This design comes from an exercise in tuning for small area on the open sky130 flow, not from production work.
Only simulation tests tie the RTL to the original design; equivalence was not proved.
Power is estimated from default activity; no workload was simulated. The clock port is modelled as an ideal driver; clocking choices that lean on that would not hold on a real chip.

## dmxte
module dmxte (
    input  wire         clk,
    input  wire         rst,           
    input  wire         rx_valid,
    input  wire [7:0]   rx_byte,
    output reg          resp_valid,
    output wire [111:0] resp_packet,   
    output reg          line
);
Size: roughly 3300 flip-flops, ~130 I/O pins, roughly 120000 µm² of cells after synthesis.
Settings: LEC_CHECK=0, CAP_MARGIN=20, CORE_MARGIN=2, CORE_UTILIZATION=65, CTS_BUF_LIST=sky130_fd_sc_hd__clkbuf_16, CTS_CLUSTER_DIAMETER=80, CTS_CLUSTER_SIZE=24, PLACE_DENSITY=0.75, SLEW_MARGIN=20; clock period 1000.0 ns.
run.sh (not shown) runs the stock make flow with config.mk's settings and CLKGATE_MAP_FILE= SYNTH_SCRIPT=/design/flow/synth_recipe.tcl, a recipe that flattens the netlist after the stock synthesis.
Change:
==> flow/flow/run.sh (new file) <==
#!/bin/bash
# The standard layout (the standard.sh, standard synthesis unchanged), with three changes:
#  - clock tree synthesis adds no dummy loads (same clustering as config.mk);
#  - the port buffers are sky130_fd_sc_hd__buf_1 (the resizer may still upsize them);
#  - the resizer may resize a cell to one of another footprint (MATCH_CELL_FOOTPRINT=0), so it
#    can upsize a weak gate instead of adding a buffer after it.
# ORFS writes each step's full log under orfs/logs/; standard.log has make's own output.
set -euo pipefail
export CTS_ARGS="-sink_clustering_enable -repair_clock_nets -dont_use_dummy_load -buf_list sky130_fd_sc_hd__clkbuf_16 -sink_clustering_size 30 -sink_clustering_max_diameter 100"
export BUFFER_PORTS_ARGS="-buffer_cell sky130_fd_sc_hd__buf_1"
bash standard.sh MATCH_CELL_FOOTPRINT=0 finish > standard.log 2>&1
==> flow/standard.sh (new file) <==
#!/bin/bash
# synth_recipe.tcl (not shown) runs the flow's synth.tcl, then flattens the netlist and writes it again
# the make line also repeats each setting of config.mk as NAME=value (left out here)
make -C /OpenROAD-flow-scripts/flow DESIGN_CONFIG=/design/flow/config.mk WORK_HOME=/design/flow/orfs CLKGATE_MAP_FILE= SYNTH_SCRIPT=/design/flow/synth_recipe.tcl "${@:-finish}"
--- a/flow/config.mk
+++ b/flow/config.mk
@@ -12,2 +12,2 @@
-export CTS_CLUSTER_DIAMETER = 80
-export CTS_CLUSTER_SIZE = 24
+export CTS_CLUSTER_DIAMETER = 100
+export CTS_CLUSTER_SIZE = 30
removed: flow/run.sh
After rerunning: The changed run went through all stages and came out clean. Power came out lower by about 5%. Count of clock-buffer cells in the layout came out lower by 38. Die area does not change. Setup slack improves by 290 ps. Global-route usage came out lower by 0.59 points.
Change:
==> flow/run.sh (new file) <==
#!/bin/bash
# synth_recipe.tcl (not shown) runs the flow's synth.tcl, then flattens the netlist and writes it again
# the make line also repeats each setting of config.mk as NAME=value (left out here)
make -C /OpenROAD-flow-scripts/flow DESIGN_CONFIG=/design/flow/config.mk WORK_HOME=/design/flow/orfs CLKGATE_MAP_FILE= SYNTH_SCRIPT=/design/flow/synth_recipe.tcl finish
removed: flow/flow/run.sh
removed: flow/standard.sh
After rerunning: The new run completed without violations. Synthesized area does not change. Worst setup slack degrades by 370 ps. Power increases by about 1.7%. Die area stays the same. Routed wire length increases by about 0.9%.
Change:
==> flow/flow/run.sh (new file) <==
#!/bin/bash
# The standard layout (the standard.sh, standard synthesis unchanged), with two changes:
#  - clock tree synthesis adds no dummy loads (same clustering as config.mk);
#  - the port buffers are sky130_fd_sc_hd__buf_1 (the resizer may still upsize them).
# ORFS writes each step's full log under orfs/logs/; standard.log has make's own output.
set -euo pipefail
export CTS_ARGS="-sink_clustering_enable -repair_clock_nets -dont_use_dummy_load -buf_list sky130_fd_sc_hd__clkbuf_16 -sink_clustering_size 30 -sink_clustering_max_diameter 100"
export BUFFER_PORTS_ARGS="-buffer_cell sky130_fd_sc_hd__buf_1"
bash standard.sh > standard.log 2>&1
==> flow/standard.sh (new file) <==
#!/bin/bash
# synth_recipe.tcl (not shown) runs the flow's synth.tcl, then flattens the netlist and writes it again
# the make line also repeats each setting of config.mk as NAME=value (left out here)
make -C /OpenROAD-flow-scripts/flow DESIGN_CONFIG=/design/flow/config.mk WORK_HOME=/design/flow/orfs CLKGATE_MAP_FILE= SYNTH_SCRIPT=/design/flow/synth_recipe.tcl "${@:-finish}"
removed: flow/run.sh
Effect: Critical path depth shrinks by 1. Setup slack is better by 370 ps. First-iteration DRC count is lower by a little under a tenth. Utilization drops by 0.57 points.

## what the ideal ports hide
Ports are ideal in the flow. The routed layouts listed here were re-timed in OpenROAD.
Step 1 assumes that a clkbuf_16 drives the clock port and a buf_2 every other input.
Step 2, shift: input delay + t, output delay - t, t = (earliest + latest rising clock arrival at the registers) / 2. This alone moves slack from input paths to output paths.
Slacks: no drivers / after step 1 / after step 2; pairs: no drivers / after step 1.
run	t (ns)	setup WS [ns]	slew at the worst register clock pin (ns)
the first run	0.953	793.251 / 793.304 / 792.351	0.10 / 0.10
the second run	0.907	793.539 / 793.591 / 792.684	0.12 / 0.12
the third run	0.926	793.168 / 793.216 / 792.290	0.12 / 0.12
the fourth run	0.907	793.539 / 793.591 / 792.684	0.12 / 0.12
After both steps setup and hold are still met in every run listed. For the first run, which loses most, drivers alone change the setup slack by +0.053 ns; drivers and shift together by -0.900 ns.
